Context: an optimization exercise on an open-source flow, tuned for small area. The choices shown serve that exercise and are no tape-out recipe. No run shown here included a check of the RTL's function; only the layout flow was run. Power and IR drop assume default switching activity.

## flow/design.v (module list and top-level ports; edited modules follow where they fit)
// module lfsr_gen: 30 lines
// module lfsr_word_w: 312 lines
// module lfsr_word_r: 325 lines
// module lfsr_xnor: 3 lines
// module lfsr_xor: 3 lines
// module lfsr_nor: 3 lines
// module lfsr_memtest: 122 lines
// module memtest_load_dec: 13 lines
// module memtest_clr_inc: 12 lines
// module memtest_nand2: 3 lines
// module memtest_nor2: 3 lines
// module memtest_xor2: 3 lines
// module memtest_xnor2: 3 lines
// module memtest_mux2: 3 lines
// module memtest_differ: 9 lines
module lfsr_memtest #(
    parameter DW = 256,
    parameter AW = 24
) (
    input  wire          clk,
    input  wire          rst,
    input  wire [4:0]    host_cmd,
    input  wire [AW-1:0] host_wdata,
    output reg  [AW-1:0] host_rdata,
    output wire          w_stb,
    output wire [DW-1:0] w_data,
    input  wire          w_ack,
    input  wire          r_stb,
    input  wire [DW-1:0] r_data,
    output wire          r_ack
);
  // ...
==> flow/flow/run.sh <==
#!/bin/bash
# The standard layout, except that the port buffers are sky130_fd_sc_hd__buf_1
# instead of the buffer buffer_ports picks by default (clkdlybuf4s50_1).
set -euo pipefail
export BUFFER_PORTS_ARGS="-buffer_cell sky130_fd_sc_hd__buf_1"
bash standard.sh > standard_flow.log 2>&1
==> flow/standard.sh <==
#!/bin/bash
# synth_recipe.tcl (not shown) runs the flow's synth.tcl, then flattens the netlist and writes it again
# the make line also repeats each setting of config.mk as NAME=value (left out here)
make -C /OpenROAD-flow-scripts/flow DESIGN_CONFIG=/design/flow/config.mk WORK_HOME=/design/flow/orfs CLKGATE_MAP_FILE= SYNTH_SCRIPT=/design/flow/synth_recipe.tcl "${@:-finish}"
==> flow/config.mk <==
export PLATFORM = sky130hd
export DESIGN_NAME = lfsr_memtest
export DESIGN_NICKNAME = lfsr_memtest
export VERILOG_FILES = /design/flow/design.v
export SDC_FILE = /design/flow/constraint.sdc
export NUM_CORES = 4
export LEC_CHECK = 0
export CAP_MARGIN = 20
export CORE_AREA = 5 5 315 315
export DIE_AREA = 0 0 320 320
export SETUP_SLACK_MARGIN = 0.3
export SLEW_MARGIN = 20
export SYNTH_HIERARCHICAL = 1
==> flow/constraint.sdc <==
create_clock -name core_clock -period 5.0 [get_ports {clk}]
set_input_delay 1.0000 -clock core_clock [delete_from_list [all_inputs] [get_ports {clk}]]
set_output_delay 1.0000 -clock core_clock [all_outputs]
set_load 0.01 [all_outputs]
==> flow_metrics.py, run 1 <==
metrics = {
    "status": {
        "status": "complete, no violations",
    },
    "sta": {
        "hold_viol": 0,
        "layout_setup_ws_ns": 0.615,
    },
    "global_route": {
        "grt_pass1_vias": 14300,
        "grt_max_degree": 57,
        "grt_util_all_layers": 0.146,
    },
    "layout": {
        "reg_top3": "u_rgen.p: 31 flops, u_wgen.p: 31 flops",
        "sh_seq_area": 0.149,
        "n_clock_buffer": 20,
        "fin_nets": 2574,
        "fin_area_um2": 18800,
        "final-nonclk-buf-share": 0.148,
        "num-nonclk-inverters": 10,
    },
    "power": {
        "p_int_w": 0.00371,
        "clkPwrFrac": 0.170,
        "pg_comb_w": 0.00478,
        "pg_seq_w": 0.00146,
    },
    "setup_path": {
        "arrival_ns": 4.71,
        "critPathBufInv": 1,
        "critPathTopFamily": "XOR/XNOR gates",
        "crit_chain": "xnor2_1, xor2_1, xor2_1, xor2_1, xor2_1, nor4_1, nand4_1, nor4_1, nand4_1, and2_1, buf_12, nand2_1, xor2_1, nor2_1",
        "startpoint_type": "flip-flop",
    },
    "floorplan": {
        "dieArea_um2": 102000,
        "rows": 113,
        "fp.coreArea_um2": 95200,
        "die_h_um": 320,
    },
    "yosys": {
        "synth_top_cell_area_share": 0.412,
        "yosys_warnings": 9,
        "yosys.cell_count.top_type": "xor2_1",
        "async_reset_ff_frac": 0,
        "synth_ff_type": "dfxtp_1",
    },
    "clock_network": {
        "postCtsSetupRepairBufs": 0,
        "postCtsHoldBufs": 0,
    },
    "route": {
        "routed-wl-met3_um": 5590,
        "drt-vias-per-instance": 4.11,
        "highest_layer": "met5",
        "ant_nets": 0,
        "first_pass_iters": 5,
    },
    "worst_hold_path": {
        "hold_end": "armed",
        "min_path_cells": 2,
    },
    "placed_design": {
        "hpwl_um": 68300,
    },
}
==> module lfsr_gen, before the edit <==
module lfsr_gen #(
    parameter DW   = 256,
    parameter READ = 0         
) (
    input  wire          clk,
    input  wire          rst,     
    input  wire          ce,      
    output wire [DW-1:0] o        
);
    localparam NS = 31;
    localparam [NS-1:0] PSTAR = READ ? 31'h44afec36 : 31'h6737e0ab;
    reg  [NS-1:0] p;
    reg           z;
    always @(posedge clk) begin
        if (rst) begin
            p <= PSTAR;
            z <= 1'b1;
        end else if (ce) begin
            p <= o[NS-1:0];
            z <= 1'b0;
        end
    end
    generate
        if (READ) begin : g_r
            lfsr_word_r u_word (.p(p), .z(z), .o(o));
        end else begin : g_w
            lfsr_word_w u_word (.p(p), .z(z), .o(o));
        end
    endgenerate
endmodule
==> module lfsr_memtest, before the edit <==
module lfsr_memtest #(
    parameter DW = 256,
    parameter AW = 24
) (
    input  wire          clk,
    input  wire          rst,
    input  wire [4:0]    host_cmd,
    input  wire [AW-1:0] host_wdata,
    output reg  [AW-1:0] host_rdata,
    output wire          w_stb,
    output wire [DW-1:0] w_data,
    input  wire          w_ack,
    input  wire          r_stb,
    input  wire [DW-1:0] r_data,
    output wire          r_ack
);
    localparam [15:0] MAGIC = 16'h361f;
    localparam [2:0] IDX_MAGIC   = 3'd0;
    localparam [2:0] IDX_W_RESET = 3'd1;
    localparam [2:0] IDX_W_SHOOT = 3'd2;
    localparam [2:0] IDX_LENGTH  = 3'd3;
    localparam [2:0] IDX_R_RESET = 3'd4;
    localparam [2:0] IDX_ERRORS  = 3'd5;
    wire       cmd_en  = host_cmd[4];
    wire       cmd_we  = host_cmd[3];
    wire [2:0] cmd_idx = host_cmd[2:0];
    wire       cmd_wr  = cmd_en & cmd_we;
    wire       cmd_rd  = cmd_en & ~cmd_we;
    reg [AW-1:0] length;
    reg [AW-1:0] err_count;
    reg          p_w_reset;    
    reg          p_w_shoot;
    reg          p_r_reset;
    always @(posedge clk) begin
        if (rst) begin
            length    <= {AW{1'b0}};
            p_w_reset <= 1'b0;
            p_w_shoot <= 1'b0;
            p_r_reset <= 1'b0;
        end else begin
            if (cmd_wr && cmd_idx == IDX_LENGTH)
                length <= host_wdata;
            p_w_reset <= cmd_wr && cmd_idx == IDX_W_RESET;
            p_w_shoot <= cmd_wr && cmd_idx == IDX_W_SHOOT;
            p_r_reset <= cmd_wr && cmd_idx == IDX_R_RESET;
        end
    end
    always @* begin
        host_rdata = {AW{1'b0}};
        if (cmd_rd) begin
            case (cmd_idx)
                IDX_MAGIC:  host_rdata = MAGIC;
                IDX_LENGTH: host_rdata = length;
                IDX_ERRORS: host_rdata = err_count;
                default:    host_rdata = {AW{1'b0}};
            endcase
        end
    end
    genvar i;
    reg  [AW-1:0] remaining;
    reg           armed;
    wire [AW-1:0] rem_next;
    wire [AW:0]   rem_low0;    
    wire          w_ce = w_stb & w_ack;
    assign w_stb = armed & (remaining != {AW{1'b0}});
    assign rem_low0[0] = 1'b1;
    for (i = 0; i < AW; i = i + 1) begin : g_rem
        assign rem_low0[i+1] = rem_low0[i] & ~remaining[i];
        memtest_load_dec u_bit (
            .q    (remaining[i]),
            .low0 (rem_low0[i]),
            .dec  (w_ce),
            .load (p_w_shoot),
            .len  (length[i]),
            .d    (rem_next[i])
        );
    end
    always @(posedge clk) begin
        if (rst)
            armed <= 1'b0;
        else if (p_w_shoot)
            armed <= 1'b1;
        remaining <= rem_next;
    end
    lfsr_gen #(.DW(DW), .READ(0)) u_wgen (
        .clk (clk),
        .rst (rst | p_w_reset),
        .ce  (w_ce),
        .o   (w_data)
    );
    wire [DW-1:0] expected;
    wire          differ;
    wire          err_clr = rst | p_r_reset;
    wire          err_inc = r_stb & differ;
    wire [AW-1:0] err_next;
    wire [AW:0]   err_low1;    
    assign r_ack = 1'b1;
    memtest_differ #(.DW(DW)) u_cmp (
        .a (r_data),
        .b (expected),
        .y (differ)
    );
    assign err_low1[0] = 1'b1;
    for (i = 0; i < AW; i = i + 1) begin : g_err
        assign err_low1[i+1] = err_low1[i] & err_count[i];
        memtest_clr_inc u_bit (
            .q    (err_count[i]),
            .low1 (err_low1[i]),
            .inc  (err_inc),
            .clr  (err_clr),
            .d    (err_next[i])
        );
    end
    always @(posedge clk)
        err_count <= err_next;
    lfsr_gen #(.DW(DW), .READ(1)) u_rgen (
        .clk (clk),
        .rst (rst | p_r_reset),
        .ce  (r_stb),
        .o   (expected)
    );
endmodule
==> module memtest_load_dec, before the edit <==
module memtest_load_dec (
    input  wire q,
    input  wire low0,    
    input  wire dec,
    input  wire load,
    input  wire len,
    output wire d        
);
    wire flip_n, q_next;
    memtest_nand2 u_f (.a(dec), .b(low0), .y(flip_n));
    memtest_xnor2 u_x (.a(q), .b(flip_n), .y(q_next));
    memtest_mux2  u_m (.s(load), .a1(len), .a0(q_next), .y(d));
endmodule
==> inputs of run 2 (changes only) <==
--- a/flow/design.v
+++ b/flow/design.v
@@ -13,11 +13,19 @@
     reg           z;
-    always @(posedge clk) begin
-        if (rst) begin
-            p <= PSTAR;
-            z <= 1'b1;
-        end else if (ce) begin
-            p <= o[NS-1:0];
-            z <= 1'b0;
+    wire [NS-1:0] p_next;    
+    wire          rst_n;
+    genvar i;
+    lfsr_inv u_rst_n (.a(rst), .y(rst_n));
+    for (i = 0; i < NS; i = i + 1) begin : g_p
+        wire hold_n;       
+        lfsr_mux2i u_m (.s(ce), .a1(o[i]), .a0(p[i]), .y(hold_n));
+        if (PSTAR[i]) begin : g_1
+            lfsr_nand u_r (.a(hold_n), .b(rst_n), .y(p_next[i]));
+        end else begin : g_0
+            lfsr_nor  u_r (.a(hold_n), .b(rst), .y(p_next[i]));
         end
     end
+    always @(posedge clk) begin
+        p <= p_next;
+        z <= rst | (z & ~ce);
+    end
     generate
@@ -676,2 +684,11 @@
 endmodule
+module lfsr_nand (input wire a, input wire b, output wire y);
+    assign y = ~(a & b);
+endmodule
+module lfsr_inv (input wire a, output wire y);
+    assign y = ~a;
+endmodule
+module lfsr_mux2i (input wire s, input wire a1, input wire a0, output wire y);
+    assign y = ~(s ? a1 : a0);
+endmodule
 module lfsr_memtest #(
@@ -735,13 +752,16 @@
     genvar i;
-    reg  [AW-1:0] remaining;
+    reg  [AW-1:0] rem_n;
     reg           armed;
-    wire [AW-1:0] rem_next;
+    wire [AW-1:0] rem_n_next;
     wire [AW:0]   rem_low0;    
     wire          w_ce = w_stb & w_ack;
-    assign w_stb = armed & (remaining != {AW{1'b0}});
+    assign w_stb = armed & ~(&rem_n);
     assign rem_low0[0] = 1'b1;
+    assign rem_low0[1] = rem_n[0];
+    for (i = 1; i < AW; i = i + 1) begin : g_rem_low0
+        memtest_and2 u_a (.a(rem_low0[i]), .b(rem_n[i]), .y(rem_low0[i+1]));
+    end
     for (i = 0; i < AW; i = i + 1) begin : g_rem
-        assign rem_low0[i+1] = rem_low0[i] & ~remaining[i];
         memtest_load_dec u_bit (
-            .q    (remaining[i]),
+            .q_n  (rem_n[i]),
             .low0 (rem_low0[i]),
@@ -750,3 +770,3 @@
             .len  (length[i]),
-            .d    (rem_next[i])
+            .d_n  (rem_n_next[i])
         );
@@ -758,3 +778,3 @@
             armed <= 1'b1;
-        remaining <= rem_next;
+        rem_n <= rem_n_next;
     end
@@ -779,4 +799,7 @@
     assign err_low1[0] = 1'b1;
+    assign err_low1[1] = err_count[0];
+    for (i = 1; i < AW; i = i + 1) begin : g_err_low1
+        memtest_and2 u_a (.a(err_low1[i]), .b(err_count[i]), .y(err_low1[i+1]));
+    end
     for (i = 0; i < AW; i = i + 1) begin : g_err
-        assign err_low1[i+1] = err_low1[i] & err_count[i];
         memtest_clr_inc u_bit (
@@ -799,3 +822,3 @@
 module memtest_load_dec (
-    input  wire q,
+    input  wire q_n,
     input  wire low0,    
@@ -804,8 +827,8 @@
     input  wire len,
-    output wire d        
+    output wire d_n      
 );
     wire flip_n, q_next;
-    memtest_nand2 u_f (.a(dec), .b(low0), .y(flip_n));
-    memtest_xnor2 u_x (.a(q), .b(flip_n), .y(q_next));
-    memtest_mux2  u_m (.s(load), .a1(len), .a0(q_next), .y(d));
+    memtest_nand2  u_f (.a(dec), .b(low0), .y(flip_n));
+    memtest_xor2   u_x (.a(q_n), .b(flip_n), .y(q_next));
+    memtest_mux2i  u_m (.s(load), .a1(len), .a0(q_next), .y(d_n));
 endmodule
@@ -826,2 +849,5 @@
 endmodule
+module memtest_and2 (input wire a, input wire b, output wire y);
+    assign y = a & b;
+endmodule
 module memtest_nor2 (input wire a, input wire b, output wire y);
@@ -835,4 +861,4 @@
 endmodule
-module memtest_mux2 (input wire s, input wire a1, input wire a0, output wire y);
-    assign y = s ? a1 : a0;
+module memtest_mux2i (input wire s, input wire a1, input wire a0, output wire y);
+    assign y = ~(s ? a1 : a0);
 endmodule
--- a/flow/config.mk
+++ b/flow/config.mk
@@ -9,2 +9,5 @@
 export CORE_AREA = 5 5 315 315
+export CTS_BUF_LIST = sky130_fd_sc_hd__clkbuf_4 sky130_fd_sc_hd__clkbuf_8
+export CTS_CLUSTER_DIAMETER = 150
+export CTS_CLUSTER_SIZE = 40
 export DIE_AREA = 0 0 320 320
==> flow_metrics.py, run 2 <==
metrics = {
    "clock_network": {
        "cts_num_sinks": 140,
        "postCtsHoldBufs": 0,
        "path_clk_slew_ns": 0.10,
        "cts-root-buf": "clkbuf_8",
        "cts_tree": "done",
        "ctsLongestPathBuffers": 2,
        "htreeDepth": 4,
        "clock_latency_ns": 0.53,
        "cts_buffers": 17,
    },
    "route": {
        "drt-initial-drc-count": 1358,
        "drt-vias-per-instance": 4.10,
        "first_pass_iters": 5,
        "wirelength_um": 82400,
        "ant_nets": 0,
        "wire_per_inst_um": 23.2,
        "drc_errors": 0,
        "vias": 14600,
    },
    "floorplan": {
        "die_x_um": 320,
        "die_h_um": 320,
        "initial_core_util": 0.145,
        "io_pins": 571,
        "rows": 113,
        "dieArea_um2": 102000,
        "fp.coreArea_um2": 95200,
    },
    "sta": {
        "clock.fmax_ghz": 0.216,
        "period_share": 0.926,
        "slew_viol_final": 0,
        "setup_viol": 0,
        "worst_pin_slew_ns": 1.08,
        "fin_tns_setup_ns": 0,
        "hold_viol": 0,
        "fin_crit_ns": 4.63,
        "max_slew_margin": 0.277,
        "clock-skew-final_ns": 0.0191,
        "rsz0062_at_grt": "true",
    },
    "power": {
        "leakagePower_nw": 7.99,
        "p_int_w": 0.00424,
        "p_comb_frac": 0.746,
        "switchingPower_w": 0.00550,
        "ir_worst_vdd_v": 0.000291,
        "pwr-share-seq": 0.155,
        "clkPwrFrac": 0.099,
        "p_sw_frac": 0.564,
        "powerDensity_nw_per_um2": 527,
    },
    "layout": {
        "fin_nets": 2565,
        "final_common_cell": "xor2_1",
        "final_cell_mix": "680 x xor2_1, 568 x buf_1, 164 x nor2_1, 138 x dfxtp_1, 131 x xnor2_1",
        "syn2layout_area_growth_pct": 34.4,
        "fin_cells": 3556,
        "drive_above_1_share": 0.0660,
        "reg_top3": "u_rgen.p: 31 flops, u_wgen.p: 31 flops",
    },
    "placed_design": {
        "finalWeightedCongestion": 1.01,
        "portBuffers": 569,
        "place_inst": 3522,
        "hpwl_um": 70500,
    },
    "worst_hold_path": {
        "worstHoldPathType": "reg -> reg",
    },
    "yosys": {
        "synth_edf_count": 0,
        "syn_avg_cell_area_um2": 8.49,
        "synth_seq_area_share": 0.204,
        "syn_inst": 1620,
        "synth_area_leaders": "xor2_1 44%, dfxtp_1 20%, xnor2_1 8.4%, mux2i_1 6.3%, nor2_1 4.5%",
        "synthesis.area_um2": 13800,
        "yosysTopAreaCell": "xor2_1",
        "synth_cell_types": 35,
        "synth_ff_type": "dfxtp_1",
        "yosys_warnings": 9,
        "synth_common_cells": "685 x xor2_1, 165 x nor2_1, 140 x dfxtp_1, 132 x xnor2_1, 94 x nand2_1",
        "yosys.cell_count.top_type": "xor2_1",
        "synth_top_cell_area_share": 0.436,
        "ys_ff_latch": 140,
        "async_reset_ff_frac": 0,
    },
    "setup_path": {
        "crit_required_ns": 5.39,
        "critPathKind": "reg -> reg",
        "setup.worst_path.end_class": "flip-flop",
        "crit_path_max_fanout": 24,
        "crit_chain": "xor2_1, xor2_1, xor2_1, xor2_1, nor4_1, nand4_1, nor4_1, nand4_1, and2_1, buf_4, nand2_1, xor2_1, nor2_1",
        "slowest_stage": "dfxtp_1",
        "startpoint_type": "flip-flop",
        "cp_common_cell": "xor2_1",
        "arrival_ns": 5.03,
        "cp_slowest_stage_delay_ns": 0.73,
    },
    "global_route": {
        "grt_pass1_wl_um": 112000,
        "grt_util_all_layers": 0.152,
        "grt_max_degree": 36,
        "grt_overflow": 0,
        "antenna_found_initial": 10,
        "grt_pass1_vias": 14400,
    },
    "status": {
        "status": "complete, no violations",
    },
    "job": {
        "drv_cap": 0,
    },
}
[run 2: metrics by stage]
step	instance area (um2)	hold WS [ns]	total power (W)	util	setup WS, ns
after floorplan	13800	0.432	0.00589	-	0.880
after global placement	18000	0.448	0.00860	0.190	0.456
after detailed placement	18000	0.457	0.00857	0.190	0.393
after CTS	18400	0.469	0.00961	0.194	0.352
after global routing	18500	0.502	0.0102	0.194	0.285
final	18500	0.468	0.00974	0.194	0.370
[run 2: cells by family (layout without fill, tap and decap cells)]
family | Yosys count | in the layout | synth area share
simple gates | 458 | 458 | 0.158
mux | 86 | 86 | 0.0626
xor+xnor | 817 | 817 | 0.520
other cells | 1 | 6 | 0.000273
flops | 140 | 140 | 0.204
compound gates | 86 | 86 | 0.0418
buf+inv | 32 | 698 | 0.0132
[run 2: layout make-up]
class                   instances  area, um2
inverters                       4       15.0
clock buffers                  17        234
fillers                     10900      76700
well taps                    1265       1580
diodes                          3       7.51
repair buffers                663       2840
multi-input cells            1450      10800
clock inverters                14        150
flip-flops and latches        140       2810
[run 2: power groups by stage]
stage	sequential, W	clock (W)	combinational (W)
global route	0.00152	0.00106	0.00758
detailed placement	0.00152	0	0.00705
CTS	0.00149	0.00102	0.00709
global placement	0.00152	0	0.00708
finish	0.00151	0.000964	0.00727
floorplan	0.00149	0	0.00440
[run 2: path summary, 6_finish.rpt]
path         slack, ns             to  cells past startpoint         from
max               0.37  err_count[17]                     13  u_rgen.p[5]
min               0.47      rem_n[10]                      1   length[10]
max reg2reg       0.37  err_count[17]                     13  u_rgen.p[5]
min reg2reg       0.47      rem_n[10]                      1   length[10]
[run 2: Yosys stat by module (local to each module, per instance), a selection]
module / cells inside / flip-flops and latches
lfsr_inv: 1 / 0
lfsr_mux2i: 1 / 0
lfsr_nand: 1 / 0
lfsr_nor: 1 / 0
lfsr_xnor: 1 / 0
memtest_and2: 1 / 0
memtest_nand2: 1 / 0
[run 2: what timing repair did]
item | CTS | global route
gates resized for setup | 0 | 8
setup buffers | 0 | 0
setup endpoints to repair | 0 | 25
[run 2: metal layers]
metal | track usage | part of all wire
met2 | 0.241 | 0.45
met4 | 0.0554 | 0.035
met1 | 0.205 | 0.44
met5 | 0 | 0.00016
met3 | 0.0322 | 0.074
[run 2: critical path, delay by kind of cell (launching register included)]
kind,cells,cell delay [ns]
AND/OR/NAND/NOR,7,1.78
XOR/XNOR,5,1.73
flip-flops,1,0.73
buffers and inverters,1,0.22
==> inputs of run 3 (changes only) <==
--- a/flow/flow/run.sh
+++ b/flow/flow/run.sh
@@ -5,2 +5,3 @@
 export BUFFER_PORTS_ARGS="-buffer_cell sky130_fd_sc_hd__buf_1"
+export GPL_KEEP_OVERFLOW=0
 bash standard.sh > standard_flow.log 2>&1
==> flow_metrics.py, run 3 <==
metrics = {
    "route": {
        "drt-initial-drc-count": 1318,
        "drc_errors": 0,
        "wirelength_um": 80400,
        "vias": 14400,
        "first_pass_iters": 5,
        "wire_per_inst_um": 23.2,
        "drt-vias-per-instance": 4.14,
        "ant_nets": 0,
    },
    "global_route": {
        "grt_overflow": 0,
        "grt_util_all_layers": 0.148,
        "antenna_found_initial": 10,
        "grt_pass1_wl_um": 110000,
        "grt_pass1_vias": 14200,
        "grt_max_degree": 61,
    },
    "sta": {
        "worst_pin_slew_ns": 1.14,
        "hold_viol": 0,
        "clock.fmax_ghz": 0.214,
        "max_slew_margin": 0.232,
        "setup_viol": 0,
        "fin_crit_ns": 4.67,
        "hold_ws_ns": 0.478,
        "slew_viol_final": 0,
        "rsz0062_at_grt": "false",
        "period_share": 0.935,
        "clock-skew-final_ns": 0.0183,
    },
    "yosys": {
        "synth_ff_type": "dfxtp_1",
        "synth_top_family_by_area": "XOR/XNOR gates",
        "synthXorXnorAreaFrac": 0.520,
        "synth_top_cell_area_share": 0.436,
        "syn_inst": 1620,
        "synth_compound_area_frac": 0.0418,
        "yosys_warnings": 9,
        "synth_mux_area_frac": 0.0626,
        "ys_ff_latch": 140,
        "yosysTopAreaCell": "xor2_1",
        "synth_simple_gate_area_share": 0.158,
        "synth_seq_area_share": 0.204,
        "synth_edf_count": 0,
        "synth_fa_ha_area_frac": 0,
        "synth_area_leaders": "xor2_1 44%, dfxtp_1 20%, xnor2_1 8.4%, mux2i_1 6.3%, nor2_1 4.5%",
        "async_reset_ff_frac": 0,
        "synth_common_cells": "685 x xor2_1, 165 x nor2_1, 140 x dfxtp_1, 132 x xnor2_1, 94 x nand2_1",
        "synth_cell_types": 35,
        "synthesis.area_um2": 13800,
        "syn_avg_cell_area_um2": 8.49,
        "yosys.cell_count.top_type": "xor2_1",
    },
    "clock_network": {
        "htreeDepth": 4,
        "cts_buffers": 17,
        "cts_num_sinks": 140,
        "ctsLongestPathBuffers": 2,
        "ctsResizeCount": 33,
        "clock_latency_ns": 0.52,
        "postCtsHoldBufs": 0,
        "postCtsSetupRepairBufs": 0,
        "cts_tree": "done",
        "cts-root-buf": "clkbuf_8",
        "path_clk_slew_ns": 0.09,
    },
    "setup_path": {
        "crit_path_max_fanout": 24,
        "critPathKind": "reg -> reg",
        "startpoint_type": "flip-flop",
        "setup.worst_path.end_class": "flip-flop",
        "crit_required_ns": 5.37,
        "arrival_ns": 5.05,
    },
    "layout": {
        "fin_nets": 2478,
        "reg_top3": "u_rgen.p: 31 flops, u_wgen.p: 31 flops",
        "fillers": 10800,
        "drive_above_1_share": 0.0590,
        "final_common_cell": "xor2_1",
        "fin_cells": 3472,
        "final_cell_mix": "653 x xor2_1, 567 x buf_1, 162 x nor2_1, 130 x dfxtp_1, 113 x xnor2_1",
        "syn2layout_area_growth_pct": 33.7,
    },
    "power": {
        "ir_worst_vdd_v": 0.000256,
        "totalPowerFinal_w": 0.00953,
        "leakagePower_nw": 7.75,
        "powerDensity_nw_per_um2": 518,
    },
    "floorplan": {
        "die_x_um": 320,
        "die_h_um": 320,
        "dieArea_um2": 102000,
        "fp.coreArea_um2": 95200,
        "io_pins": 571,
        "rows": 113,
        "initial_core_util": 0.145,
    },
    "placed_design": {
        "place_inst": 3435,
        "finalWeightedCongestion": 1.00,
        "hpwl_um": 68500,
        "portBuffers": 569,
    },
    "job": {
        "drv_cap": 0,
    },
    "status": {
        "status": "complete, no violations",
    },
    "worst_hold_path": {
        "worstHoldPathType": "reg -> reg",
    },
}
-- run 3: cell counts after synthesis --
Identical to the previous run, type by type.
-- run 3: cells by family (layout without fill, tap and decap cells) --
family                 after synthesis  in the layout
AO/OA/AOI/OAI                       86             86
AND/OR/NAND/NOR                    458            458
other                                1              8
buffers and inverters               32            612
multiplexers                        86             86
flip-flops                         140            140
XOR/XNOR                           817            817
-- run 3: cell type report --
type	count	area, um2	share of cell area
sequential	140	2820	0.153
multi-input combinational	1450	11300	0.613
tap	1265	1580	0.0861
inverter	4	15.0	0.000816
timing repair buffer	576	2270	0.124
clock buffer	19	255	0.0139
antenna	5	12.5	0.000680
clock inverter	13	151	0.00823
-- run 3: routing by layer --
layer	part of all wire	vias up	GRT usage
li1	-	6444	-
met1	0.42	7029	0.196
met2	0.45	782	0.236
met3	0.088	132	0.0365
met4	0.035	2	0.0512
met5	0.00021	-	0
-- run 3: worst paths after layout --
check | start | slack (ns) | to | depth (start not counted)
max reg2reg | u_rgen.p[13] | 0.33 | err_count[1] | 13
min | length[21] | 0.48 | rem_n[21] | 1
max | u_rgen.p[13] | 0.33 | err_count[1] | 13
min reg2reg | length[21] | 0.48 | rem_n[21] | 1
-- run 3: power by group --
group	total, W	switching, W	internal (W)	leakage, nW
Combinational	0.00689	0.00454	0.00235	6.39
Clock	0.00101	0.000539	0.000473	0.208
Sequential	0.00163	0.000376	0.00126	1.15
-- run 3: metrics by stage --
stage	utilization	cell area (um2)	worst slack, ns	setup TNS (ns)
after floorplan	-	13800	0.880	0
final	0.193	18400	0.327	0
after detailed placement	0.184	17500	-0.582	-13.20
after global placement	0.182	17300	-2.05	-52.45
after global routing	0.193	18400	0.237	0
after CTS	0.191	18200	0.304	0
-- run 3: modules after synthesis (local to each module, per instance), a selection --
| module | cell area (um2) | flops+latches | copies in the design | cells inside |
|---|---|---|---|---|
| lfsr_xnor | 8.76 | 0 | 132 | 1 |
| lfsr_nor | 3.75 | 0 | 138 | 1 |
| lfsr_mux2i | 10.0 | 0 | 62 | 1 |
| memtest_xor2 | 8.76 | 0 | 48 | 1 |
| memtest_mux2i | 10.0 | 0 | 24 | 1 |
| lfsr_xor | 8.76 | 0 | 380 | 1 |
| lfsr_nand | 3.75 | 0 | 35 | 1 |
| memtest_nor2 | 3.75 | 0 | 24 | 1 |
-- run 3: critical path, stage by stage (launching register included) --
cell     delay [ns]
dfxtp_1        0.58
xor2_2         0.64
nor2_1         0.26
xor2_1         0.49
xor2_1         0.15
xor2_1         0.21
nor4_1         0.42
nand4_1        0.27
nor4_1         0.47
nand4_1        0.24
and2_2         0.40
nand2_1        0.16
xor2_1         0.16
nor2_1         0.06
==> inputs of run 4 (changes only) <==
--- a/flow/flow/run.sh
+++ b/flow/flow/run.sh
@@ -5,3 +5,2 @@
 export BUFFER_PORTS_ARGS="-buffer_cell sky130_fd_sc_hd__buf_1"
-export GPL_KEEP_OVERFLOW=0
 bash standard.sh > standard_flow.log 2>&1
--- a/flow/config.mk
+++ b/flow/config.mk
@@ -8,3 +8,3 @@
 export CAP_MARGIN = 20
-export CORE_AREA = 5 5 315 315
+export CORE_AREA = 5 5 225 225
 export CTS_BUF_LIST = sky130_fd_sc_hd__clkbuf_4 sky130_fd_sc_hd__clkbuf_8
@@ -12,3 +12,3 @@
 export CTS_CLUSTER_SIZE = 40
-export DIE_AREA = 0 0 320 320
+export DIE_AREA = 0 0 230 230
 export SETUP_SLACK_MARGIN = 0.3
==> flow_metrics.py, run 4 <==
metrics = {
    "status": {
        "status": "complete, no violations",
    },
    "placed_design": {
        "portBuffers": 569,
        "hpwl_um": 67400,
        "place_inst": 2884,
        "finalWeightedCongestion": 1.01,
    },
    "job": {
        "drv_cap": 0,
    },
    "layout": {
        "fin_cells": 2915,
        "reg_top3": "u_rgen.p: 31 flops, u_wgen.p: 31 flops",
        "final_cell_mix": "684 x xor2_1, 568 x buf_1, 164 x nor2_1, 138 x dfxtp_1, 131 x xnor2_1",
        "drive_above_1_share": 0.0687,
        "syn2layout_area_growth_pct": 28.9,
        "diodes": 0,
        "final_common_cell": "xor2_1",
        "fin_nets": 2577,
    },
    "yosys": {
        "yosys_warnings": 9,
        "synth_ff_type": "dfxtp_1",
        "syn_avg_cell_area_um2": 8.49,
        "synth_edf_count": 0,
        "synthesis.area_um2": 13800,
        "async_reset_ff_frac": 0,
        "yosys.cell_count.top_type": "xor2_1",
        "synth_seq_area_share": 0.204,
        "yosysTopAreaCell": "xor2_1",
        "synth_cell_types": 35,
        "synth_top_cell_area_share": 0.436,
        "synth_common_cells": "685 x xor2_1, 165 x nor2_1, 140 x dfxtp_1, 132 x xnor2_1, 94 x nand2_1",
        "synth_area_leaders": "xor2_1 44%, dfxtp_1 20%, xnor2_1 8.4%, mux2i_1 6.3%, nor2_1 4.5%",
        "syn_inst": 1620,
        "ys_ff_latch": 140,
    },
    "route": {
        "drt-initial-drc-count": 1225,
        "drc_errors": 0,
        "first_pass_iters": 6,
        "wire_per_inst_um": 26.6,
        "vias": 14600,
        "wirelength_um": 77700,
        "drt-vias-per-instance": 4.99,
        "ant_nets": 0,
    },
    "global_route": {
        "grt_util_all_layers": 0.276,
        "grt_pass1_vias": 14500,
        "antenna_found_initial": 0,
        "grt_pass1_wl_um": 107000,
        "grt_overflow": 0,
        "grt_max_degree": 38,
    },
    "sta": {
        "clock-skew-final_ns": 0.0113,
        "period_share": 0.905,
        "max_slew_margin": 0.271,
        "setup_viol": 0,
        "fin_tns_setup_ns": 0,
        "worst_pin_slew_ns": 1.09,
        "rsz0062_at_grt": "false",
        "hold_viol": 0,
        "clock.fmax_ghz": 0.221,
        "slew_viol_final": 0,
        "fin_crit_ns": 4.52,
    },
    "clock_network": {
        "postCtsHoldBufs": 0,
        "htreeDepth": 4,
        "cts_tree": "done",
        "ctsLongestPathBuffers": 2,
        "cts_num_sinks": 140,
        "cts-root-buf": "clkbuf_8",
        "path_clk_slew_ns": 0.08,
        "clock_latency_ns": 0.44,
        "postCtsSetupRepairBufs": 0,
        "cts_buffers": 17,
    },
    "power": {
        "clkPwrFrac": 0.093,
        "ir_worst_vdd_v": 0.000212,
        "p_comb_frac": 0.756,
        "pwr-share-seq": 0.151,
        "switchingPower_w": 0.00556,
        "p_sw_frac": 0.558,
        "powerDensity_nw_per_um2": 562,
        "p_int_w": 0.00441,
        "leakagePower_nw": 8.05,
    },
    "setup_path": {
        "crit_path_max_fanout": 24,
        "startpoint_type": "flip-flop",
        "setup.worst_path.end_class": "flip-flop",
        "r2r_start": "u_rgen.p[18]",
        "critPathKind": "reg -> reg",
        "arrival_ns": 4.83,
        "crit_required_ns": 5.31,
        "cp-startpoint": "u_rgen.p[18]",
    },
    "floorplan": {
        "die_x_um": 230,
        "die_h_um": 230,
        "rows": 80,
        "fp.coreArea_um2": 47800,
        "dieArea_um2": 52900,
        "io_pins": 571,
        "initial_core_util": 0.288,
    },
    "worst_hold_path": {
        "min_from": "length[22]",
        "worstHoldPathType": "reg -> reg",
    },
}
## run 4: changes by cell type in the layout (fill, tap and decap cells not counted), moves of 3 or more
cell     delta
buf_4     +105
xor2_1     +31
xor2_2     -29
xnor2_1    +18
xnor2_2    -16
dfxtp_1     +8
nor4_1      +8
nor4_2      -8
dfxtp_2     -6
diode_2     -5
buf_16      -3
buf_6       -3
## run 4: logic make-up after synthesis
group / synth area share
xor gates and xnor gates: 0.520
and+or+nand+nor: 0.158
DFF: 0.204
AOI/OAI and AO/OA: 0.0418
muxes: 0.0626
buffers and inverters: 0.0132
other: 0.000273
## run 4: Yosys stat by module (local to each module, per instance), a selection
module / flip-flops and latches / cell area, um2
lfsr_inv: 0 / 3.75
lfsr_xor: 0 / 8.76
memtest_nand2: 0 / 3.75
lfsr_nor: 0 / 3.75
lfsr_nand: 0 / 3.75
lfsr_xnor: 0 / 8.76
lfsr_memtest: 76 / 2710
## run 4: what timing repair did
action | in CTS | in global routing
gates resized for setup | 1 | 2
setup endpoints to repair | 24 | 24
hold endpoints to repair | 0 | 0
## run 4: per-layer routing
metal / vias to the layer above / track usage / wire length, um
met5: - / 0 / 0
met2: 734 / 0.467 / 36300
met3: 135 / 0.0407 / 5030
met4: 0 / 0.122 / 4080
li1: 6660 / - / -
met1: 7022 / 0.350 / 32200
## run 4: layout make-up
class	instances	area [um2]
sequential	140	2810
multi-input combinational	1450	10800
tap	615	769
fill	5157	30100
timing repair buffer	675	2950
inverter	4	15.0
clock buffer	18	248
clock inverter	13	143
## run 4: path summary, 6_finish.rpt
kind                   endpoint  slack, ns  cells past startpoint
setup / recovery  err_count[14]       0.48                     16
hold / removal        rem_n[22]       0.47                      1
setup reg to reg  err_count[14]       0.48                     16
hold reg to reg       rem_n[22]       0.47                      1
## run 4: metrics by stage
stage | utilization | total power [W] | instance area (um2) | setup slack (ns) | hold slack (ns)
global placement | 0.362 | 0.00896 | 17300 | 0.220 | 0.454
CTS | 0.370 | 0.00986 | 17700 | 0.329 | 0.475
floorplan | - | 0.00589 | 13800 | 0.880 | 0.432
detailed placement | 0.362 | 0.00890 | 17300 | 0.277 | 0.461
global route | 0.371 | 0.0103 | 17700 | 0.373 | 0.500
finish | 0.371 | 0.00997 | 17700 | 0.475 | 0.474
## run 4: power by group through the flow
stage               clock, W  sequential [W]  combinational, W
floorplan                  0         0.00149           0.00440
global placement           0         0.00152           0.00744
detailed placement         0         0.00152           0.00737
CTS                 0.000958         0.00150           0.00741
global route         0.00101         0.00152           0.00781
finish              0.000927         0.00151           0.00754
## run 4: critical path, stage by stage, from the launching register on
cell,delay [ns]
dfxtp_1,0.65
xor2_1,0.20
buf_4,0.20
xor2_1,0.62
xor2_1,0.19
xor2_1,0.18
nor2_1,0.38
xor2_1,0.18
nor4_1,0.47
nand4_1,0.16
nor4_1,0.33
nand4_1,0.13
and2_1,0.23
buf_12,0.19
nand2_1,0.09
xor2_1,0.14
nor2_1,0.06
==> inputs of run 5 (changes only) <==
--- a/flow/flow/run.sh
+++ b/flow/flow/run.sh
@@ -5,2 +5,3 @@
 export BUFFER_PORTS_ARGS="-buffer_cell sky130_fd_sc_hd__buf_1"
+export GPL_KEEP_OVERFLOW=0
 bash standard.sh > standard_flow.log 2>&1
--- a/flow/config.mk
+++ b/flow/config.mk
@@ -8,8 +8,8 @@
 export CAP_MARGIN = 20
-export CORE_AREA = 5 5 225 225
-export CTS_BUF_LIST = sky130_fd_sc_hd__clkbuf_4 sky130_fd_sc_hd__clkbuf_8
+export CORE_AREA = 5 5 315 315
+export CTS_BUF_LIST = sky130_fd_sc_hd__clkbuf_8
 export CTS_CLUSTER_DIAMETER = 150
 export CTS_CLUSTER_SIZE = 40
-export DIE_AREA = 0 0 230 230
-export SETUP_SLACK_MARGIN = 0.3
+export DIE_AREA = 0 0 320 320
+export SETUP_SLACK_MARGIN = 0.1
 export SLEW_MARGIN = 20
==> flow_metrics.py, run 5 <==
metrics = {
    "yosys": {
        "yosys.cell_count.top_type": "xor2_1",
        "synth_area_leaders": "xor2_1 44%, dfxtp_1 20%, xnor2_1 8.4%, mux2i_1 6.3%, nor2_1 4.5%",
        "synth_common_cells": "685 x xor2_1, 165 x nor2_1, 140 x dfxtp_1, 132 x xnor2_1, 94 x nand2_1",
        "ys_ff_latch": 140,
        "synth_ff_type": "dfxtp_1",
        "yosysTopAreaCell": "xor2_1",
        "synthesis.area_um2": 13800,
        "synth_cell_types": 35,
        "async_reset_ff_frac": 0,
        "syn_inst": 1620,
        "synth_seq_area_share": 0.204,
        "syn_avg_cell_area_um2": 8.49,
        "synth_top_cell_area_share": 0.436,
        "yosys_warnings": 9,
        "synth_edf_count": 0,
    },
    "setup_path": {
        "slowest_stage": "nor4_1",
        "critPathKind": "reg -> reg",
        "setup.worst_path.end_class": "flip-flop",
        "cp_common_cell": "xor2_1",
        "crit_chain": "xor2_1, nor2_1, xnor2_1, xor2_1, nor2_1, xor2_1, nor4_2, nand4_1, nor4_1, nand4_1, and2_2, nand2_1, xor2_1, nor2_1",
        "cp_slowest_stage_delay_ns": 0.58,
        "arrival_ns": 5.14,
        "startpoint_type": "flip-flop",
        "crit_required_ns": 5.36,
        "crit_path_max_fanout": 24,
    },
    "layout": {
        "drive_above_1_share": 0.0431,
        "final_core_util": 0.190,
        "fin_nets": 2478,
        "reg_top3": "u_rgen.p: 31 flops, u_wgen.p: 31 flops",
        "final_cell_mix": "665 x xor2_1, 567 x buf_1, 164 x nor2_1, 136 x dfxtp_1, 125 x xnor2_1",
        "syn2layout_area_growth_pct": 31.8,
        "final_common_cell": "xor2_1",
    },
    "power": {
        "totalPowerFinal_w": 0.00927,
        "ir_worst_vdd_v": 0.000235,
        "powerDensity_nw_per_um2": 511,
        "leakagePower_nw": 7.62,
    },
    "sta": {
        "layout_setup_ws_ns": 0.223,
        "slew_viol_final": 0,
        "period_share": 0.955,
        "setup_viol": 0,
        "hold_viol": 0,
        "clock.fmax_ghz": 0.209,
        "rsz0062_at_grt": "false",
        "max_slew_margin": 0.192,
        "clock-skew-final_ns": 0.0236,
        "hold_ws_ns": 0.460,
        "fin_tns_setup_ns": 0,
        "worst_pin_slew_ns": 1.21,
        "fin_crit_ns": 4.78,
    },
    "global_route": {
        "grt_pass1_vias": 14100,
        "antenna_found_initial": 8,
        "grt_util_all_layers": 0.144,
        "grt_max_degree": 62,
        "grt_pass1_wl_um": 107000,
        "grt_overflow": 0,
    },
    "floorplan": {
        "initial_core_util": 0.145,
        "die_h_um": 320,
        "io_pins": 571,
        "rows": 113,
        "dieArea_um2": 102000,
        "fp.coreArea_um2": 95200,
        "die_x_um": 320,
    },
    "route": {
        "vias": 14200,
        "first_pass_iters": 5,
        "drt-initial-drc-count": 1227,
        "drc_errors": 0,
        "drt-vias-per-instance": 4.10,
        "wirelength_um": 77700,
        "wire_per_inst_um": 22.4,
        "ant_nets": 0,
    },
    "placed_design": {
        "finalWeightedCongestion": 0.987,
        "hpwl_um": 66300,
        "portBuffers": 569,
        "place_ws_ns": -0.321,
    },
    "clock_network": {
        "postCtsHoldBufs": 0,
        "ctsLongestPathBuffers": 2,
        "cts_tree": "done",
        "cts_buffers": 17,
        "cts_num_sinks": 140,
        "path_clk_slew_ns": 0.11,
        "htreeDepth": 4,
        "clock_latency_ns": 0.52,
        "cts-root-buf": "clkbuf_8",
    },
    "job": {
        "drv_cap": 0,
    },
    "worst_hold_path": {
        "worstHoldPathType": "reg -> reg",
    },
    "status": {
        "status": "complete, no violations",
    },
}
[run 5: cell counts after synthesis]
Identical to the previous run, type by type.
[run 5: kinds of logic after synthesis]
kind of cell / share of synthesized area
compound gates: 0.0418
mux: 0.0626
buf+inv: 0.0132
xor+xnor: 0.520
flops: 0.204
simple gates: 0.158
other cells: 0.000273
[run 5: Yosys stat by module (local to each module, per instance), excerpt]
module,cells inside,flip-flops and latches
lfsr_xnor,1,0
lfsr_nand,1,0
lfsr_mux2i,1,0
memtest_mux2i,1,0
lfsr_memtest,274,76
lfsr_xor,1,0
lfsr_inv,1,0
memtest_nand2,1,0
lfsr_nor,1,0
memtest_and2,1,0
[run 5: cell type report]
type / count / area, um2
Fill cell: 10900 / 77000
Multi-Input combinational cell: 1450 / 11000
Sequential cell: 140 / 2810
Timing Repair Buffer: 576 / 2280
Tap cell: 1265 / 1580
Clock buffer: 18 / 248
Clock inverter: 14 / 130
Inverter: 4 / 15.0
Antenna cell: 3 / 7.51
[run 5: per-layer routing]
metal	track usage	wire length, um	vias to the layer above
met2	0.231	35600	745
met3	0.0395	6910	108
li1	-	-	6449
met1	0.187	32900	6931
met4	0.0449	2330	2
met5	0	7	-
[run 5: path summary, 6_finish.rpt]
path | slack, ns | cells past startpoint | endpoint | start
min | 0.46 | 1 | rem_n[9] | length[9]
max | 0.22 | 14 | err_count[19] | u_rgen.p[18]
min reg2reg | 0.46 | 1 | rem_n[9] | length[9]
max reg2reg | 0.22 | 14 | err_count[19] | u_rgen.p[18]
[run 5: through the flow]
stage          cell area (um2)  instances
6_report                 18100       3470
5_1_grt                  18100       3469
4_1_cts                  18000       3467
3_5_place_dp             17600       3435
3_3_place_gp             17300       3428
2_1_floorplan            13800       1622
[run 5: what timing repair did]
item,4_1_cts,5_1_grt
setup endpoints to repair,25,26
cloned,0,0
buffers inserted,0,0
gates resized for setup,15,11
[run 5: worst max-delay path, delay by kind of cell, from the launching register on]
| family | cells | cell delay [ns] |
|---|---|---|
| flops | 1 | 0.56 |
| simple gates | 9 | 2.46 |
| xor+xnor | 5 | 1.57 |
[run 5: power breakdown]
part           internal [W]  switching [W]  leakage, nW
Clock              0.000375       0.000566        0.185
Combinational       0.00229        0.00445         6.29
Sequential          0.00125       0.000344         1.15
Total               0.00391        0.00536         7.62

-- static timing again, ports no longer ideal --
No port has a modelled driver above. Below, the same layouts with a new extraction and two added sets of constraints.
Step 1 (the two cells are an assumption about what drives the block):
set clk [get_ports {clk}]
set_driving_cell -lib_cell sky130_fd_sc_hd__clkbuf_16 $clk
set_driving_cell -lib_cell sky130_fd_sc_hd__buf_2 [delete_from_list [all_inputs] $clk]
Step 2 also shifts input and output timing later by t, the mid clock arrival at the registers, as if the neighbouring blocks saw the same clock.
a / b / c = no drivers / after step 1 / after step 2; a / b = the first two.
run | t (ns) | setup WS [ns] | hold slack, ns | pins driven straight from the clock port
run 1 | 0.505 | 0.615 / 0.579 / 0.615 | 0.504 / 0.504 / 0.504 | 1
run 2 | 0.575 | 0.370 / 0.370 / 0.370 | 0.468 / 0.468 / 0.468 | 1
run 3 | 0.570 | 0.327 / 0.327 / 0.327 | 0.478 / 0.478 / 0.478 | 1
run 4 | 0.478 | 0.475 / 0.475 / 0.475 | 0.474 / 0.474 / 0.474 | 1
run 5 | 0.565 | 0.223 / 0.223 / 0.223 | 0.460 / 0.460 / 0.460 | 1
After both steps setup and hold are still met in every run listed.
